Source: an optimization exercise on an open RTL-to-GDS flow (aim: small area, a short achievable clock period and few clock cycles). Production flows keep margins and buffers that such runs may drop.
Only simulation tests tie the RTL to the original design; equivalence was not proved.
No activity file was given, so power comes from the tool's default toggle rates.

Setup of the baseline:
// scc_lnkdec
module scc_lnkdec (
    input  wire        clk,
    input  wire        rst,
    input  wire        start,
    input  wire        use_crc,
    input  wire [31:0] rxlen,
    input  wire [31:0] explen,
    output wire        ready,
    output wire        done,
    output wire [31:0] nvalid,
    output wire [31:0] ninvalid,
    output wire [31:0] reclen,
    input  wire        in_valid,
    output wire        in_ready,
    input  wire [31:0] in_data,
    output wire        out_valid,
    input  wire        out_ready,
    output wire [31:0] out_data,
    output wire        vm_valid,
    input  wire        vm_ready,
    output wire [31:0] vm_data
);
clock: 10.0 ns
lec_check: 0
cap_margin: 20
core_margin: 2
core_utilization: 40
place_density: 0.6
setup_slack_margin: 5
slew_margin: 20
standard.sh (not shown) runs the stock make flow with config.mk's settings and CLKGATE_MAP_FILE= SYNTH_SCRIPT=/design/flow/synth_recipe.tcl, a recipe that flattens the netlist after the stock synthesis.
==> flow/flow/run.sh <==
#!/bin/bash
# Standard layout, with timing repair aimed at a larger setup margin.
bash standard.sh SETUP_SLACK_MARGIN=6 finish > standard.log 2>&1
The baseline completed every stage of the flow, and the final layout passed the timing, DRC and antenna checks.
Testbench counts of the baseline, summed over its fixed seeds: cycles 5,984.
Setup changes, the baseline to the candidate
==> flow/flow/run.sh <==
#!/bin/bash
# Standard layout, with timing repair aimed at a larger setup margin.
bash standard.sh SETUP_SLACK_MARGIN=6.5 finish > standard.log 2>&1
Results
The candidate finished every step from synthesis to the final layout, and the layout passed the timing, DRC and antenna checks.
[compare] base=the baseline new=the candidate: clock power share decreased 2.9 points, final cell area excluding filler cells saw an increase, number of non-clock inverters went up by 1, met2 demand-to-capacity share in global routing increased 0.87 points.
Of the candidate and the baseline, it is the candidate that has the higher global-route usage.
Area of placed instances for the candidate is higher than for the baseline.
Going from the baseline to the candidate, clock network power now smaller; clock-buffer cell count now larger; final wirelength now larger.


Setup of exp/quartz:
Another version of the RTL of scc_lnkdec (not shown whole).
Size in the first run: ~2600 cells after synthesis, roughly 340 flip-flops, ~270 I/O pins.
Settings: LEC_CHECK=0, CAP_MARGIN=20, CORE_MARGIN=2, CORE_UTILIZATION=60, PLACE_DENSITY=0.75, SETUP_SLACK_MARGIN=5, SLEW_MARGIN=20; clock period 10.0 ns.
==> flow/flow/run.sh <==
#!/bin/bash
# Standard layout with two changes: the port buffers are buf_1 cells, and
# timing repair aims at a larger setup margin.
bash standard.sh SETUP_SLACK_MARGIN=6.5 "BUFFER_PORTS_ARGS=-buffer_cell sky130_fd_sc_hd__buf_1" finish > standard.log 2>&1
Testbench counts of exp/quartz, summed over its fixed seeds: cycles 5,988.
The following lists how exp/tundra was set up differently from exp/quartz:
- CORE_UTILIZATION now 55, was 60
==> flow/flow/run.sh <==
#!/bin/bash
# Standard layout with two changes: the port buffers are buf_2 cells, and
# timing repair aims at a larger setup margin.
bash standard.sh SETUP_SLACK_MARGIN=6.75 "BUFFER_PORTS_ARGS=-buffer_cell sky130_fd_sc_hd__buf_2" finish > standard.log 2>&1
==> comparison <==
Compared with exp/quartz, exp/tundra shows worst hold slack after final layout higher by 0.010 ns.
For power attributed to combinational cells, dividing the value from exp/tundra by the value from exp/quartz gives 1.2.
On exp/tundra: part of the power in the clock network is 2.7 points lower than what exp/quartz gave.
Looking at number of inserted diodes, exp/tundra sits above exp/quartz.
Sequential power essentially unchanged between exp/tundra and exp/quartz.
exp/quartz ended up with vm_ready as its startpoint of the most critical setup path; exp/tundra ended up with out_ready.
exp/tundra: share of power burned in combinational logic is 4.8 points higher than what exp/quartz reported.
exp/quartz → exp/tundra: wire length of the first global-routing pass moved up; post-CTS setup-driven buffer insertion count went up by about 190%.
--- input diff exp/tundra..exp/violet ---
==> flow/flow/run.sh <==
#!/bin/bash
# Standard layout with two changes: the port buffers are buf_2 cells, and
# timing repair aims at a larger setup margin.
bash standard.sh SETUP_SLACK_MARGIN=6.5 "BUFFER_PORTS_ARGS=-buffer_cell sky130_fd_sc_hd__buf_2" finish > standard.log 2>&1
==> comparison <==
- Power share of the sequential group sits higher in exp/violet than in exp/tundra.
- Per the comparison of exp/violet with exp/tundra, post-cts gate resize count fell 149, aggregate global-route resource usage fell 2.6 points, power fell about 4%.
- exp/tundra -> exp/violet: standard-cell row count delta 0, exact match
- In the metrics for exp/violet and exp/tundra, the one carrying the lower critical path depth is exp/tundra.
- [compare] base=exp/tundra new=exp/violet: final routed wirelength across all metal layers decreased about 11%; met2 capacity usage during global routing decreased 5.2 points; count of clock-buffer cells in the layout increased 3.6%; met3 routed wirelength decreased 22%.
Here is what was changed in the inputs of exp/cedar compared with exp/violet.
- PLACE_DENSITY now 0.7, was 0.75
- CORE_UTILIZATION now 50, was 55
==> flow/flow/run.sh <==
#!/bin/bash
# Standard layout with two changes: the port buffers are buf_1 cells, and
# timing repair aims at a larger setup margin.
bash standard.sh SETUP_SLACK_MARGIN=6.5 "BUFFER_PORTS_ARGS=-buffer_cell sky130_fd_sc_hd__buf_1" finish > standard.log 2>&1
Between exp/violet and exp/cedar, the maximum fanout encountered on the critical timing path is higher for exp/violet.
Going from exp/violet to exp/cedar, combinational power ~0 delta; count of clock-buffer cells in the layout -10.
exp/cedar vs. exp/violet: number of distinct library cells after synthesis now sits at about the same level, post-layout minimum cycle time now sits higher, cell area after layout now sits higher, flip-flop and latch count now sits at about the same level.
For register area, exp/violet and exp/cedar come out practically identical.
Comparing exp/violet with exp/cedar, the multi-input gate share of total cell area came out essentially unchanged.


Starting RTL as in the previous note.
Settings: LEC_CHECK=0, CAP_MARGIN=20, CORE_MARGIN=2, CORE_UTILIZATION=60, PLACE_DENSITY=0.75, SETUP_SLACK_MARGIN=5, SLEW_MARGIN=20; clock period 10.0 ns.
==> flow/flow/run.sh <==
#!/bin/bash
# Standard layout with two changes: the port buffers are buf_2 cells, and
# timing repair aims at a larger setup margin.
bash standard.sh SETUP_SLACK_MARGIN=6 "BUFFER_PORTS_ARGS=-buffer_cell sky130_fd_sc_hd__buf_2" finish > standard.log 2>&1
Testbench counts at the start, summed over its fixed seeds: cycles 5,988.
Edit:
==> flow/flow/run.sh (replaced) <==
#!/bin/bash
# Standard layout, with timing repair aimed at a larger setup margin.
bash standard.sh SETUP_SLACK_MARGIN=6 finish > standard.log 2>&1
After rerunning:
- die area stays the same
- via count grows slightly
- cell count grows slightly
- total power grows slightly
Edit:
==> flow/flow/run.sh (replaced) <==
#!/bin/bash
# Standard layout with two changes: the port buffers are buf_2 cells, and
# timing repair aims at a larger setup margin.
bash standard.sh SETUP_SLACK_MARGIN=6.5 "BUFFER_PORTS_ARGS=-buffer_cell sky130_fd_sc_hd__buf_2" finish > standard.log 2>&1
What happened: Die area does not change; global-route usage came out lower by 0.47 points; cell count came out higher by 1.2%; wire length grows by 2.1%; final area drops by 0.47%; sequential power is about the same.


## main
Starting RTL as in the previous note.
clock: 10.0 ns
lec_check: 0
cap_margin: 20
core_margin: 2
core_utilization: 70
place_density: 0.85
setup_slack_margin: 5
slew_margin: 20
==> flow/flow/run.sh <==
#!/bin/bash
# Standard layout with two changes: the port buffers are buf_2 cells, and
# timing repair aims at a larger setup margin.
bash standard.sh SETUP_SLACK_MARGIN=6.5 "BUFFER_PORTS_ARGS=-buffer_cell sky130_fd_sc_hd__buf_2" finish > standard.log 2>&1
Testbench counts of main, summed over its fixed seeds: cycles 5,988.
Input-level comparison between the feature branch and main:
# main
export LEC_CHECK = 0
export CAP_MARGIN = 20
export CORE_MARGIN = 2
export CORE_UTILIZATION = 70
export PLACE_DENSITY = 0.85
export SETUP_SLACK_MARGIN = 5
export SLEW_MARGIN = 20
create_clock -name core_clock -period 10.0 [get_ports {clk}]
# the feature branch
export LEC_CHECK = 0
export CAP_MARGIN = 20
export CORE_MARGIN = 2
export CORE_UTILIZATION = 60
export PLACE_DENSITY = 0.65
export SETUP_SLACK_MARGIN = 5
export SLEW_MARGIN = 20
create_clock -name core_clock -period 10.0 [get_ports {clk}]
==> run summary <==
The feature branch went all the way through the flow, and no timing, DRC or antenna check failed. [compare] base=main new=the feature branch: part of the total power dissipated in combinational logic shows a reduction of 1.0 points; shortest clock period the worst path allows after layout shrank by 590 ps; cell area held; count of buffers not belonging to the clock network in the layout went down 16; post-cts repair resize count went down by 2. main has a lower number of rows in the core area than the feature branch. Net switching power, the feature branch and main: higher on main.

## port drivers added, routing unchanged
In the flow no input, the clock included, has a driving cell. The finished layouts below were timed again as built, in two steps. Step 1: set_driving_cell puts a clkbuf_16 on clk and a buf_2 on each other input, an assumption about the parent block. Step 2 adds t to the input delays and takes it off the output delays; t is the mean of the earliest and latest rising clock arrival at the registers after step 1. Input paths then give back, and output paths get back, about the clock's delay inside the block. Slacks: ideal / step 1 / step 2; pairs: ideal / step 1.
run | shift t [ns] | slack for setup (ns) | hold WS [ns] | cell pins on the clock port's net
the baseline | 0.673 | 6.002 / 6.002 / 5.413 | 0.504 / 0.504 / 0.504 | 1
the candidate | 0.669 | 5.971 / 5.971 / 5.433 | 0.500 / 0.500 / 0.500 | 1
exp/quartz | 0.632 | 6.237 / 6.265 / 5.633 | 0.490 / 0.490 / 0.490 | 1
exp/tundra | 0.639 | 6.396 / 6.403 / 5.765 | 0.501 / 0.501 / 0.501 | 1
exp/violet | 0.650 | 6.379 / 6.398 / 5.748 | 0.485 / 0.485 / 0.485 | 1
exp/cedar | 0.645 | 6.291 / 6.329 / 5.684 | 0.488 / 0.488 / 0.488 | 1
the first run of note 3 | 0.617 | 6.103 / 6.117 / 5.519 | 0.489 / 0.489 / 0.489 | 1
the second run of note 3 | 0.637 | 6.075 / 6.060 / 5.479 | 0.502 / 0.502 / 0.502 | 1
the third run of note 3 | 0.639 | 6.384 / 6.399 / 5.760 | 0.484 / 0.484 / 0.484 | 1
main | 0.623 | 5.818 / 5.818 / 5.421 | 0.496 / 0.496 / 0.496 | 1
the feature branch | 0.633 | 6.411 / 6.429 / 5.796 | 0.494 / 0.494 / 0.494 | 1
After both steps every run listed still meets setup and hold.
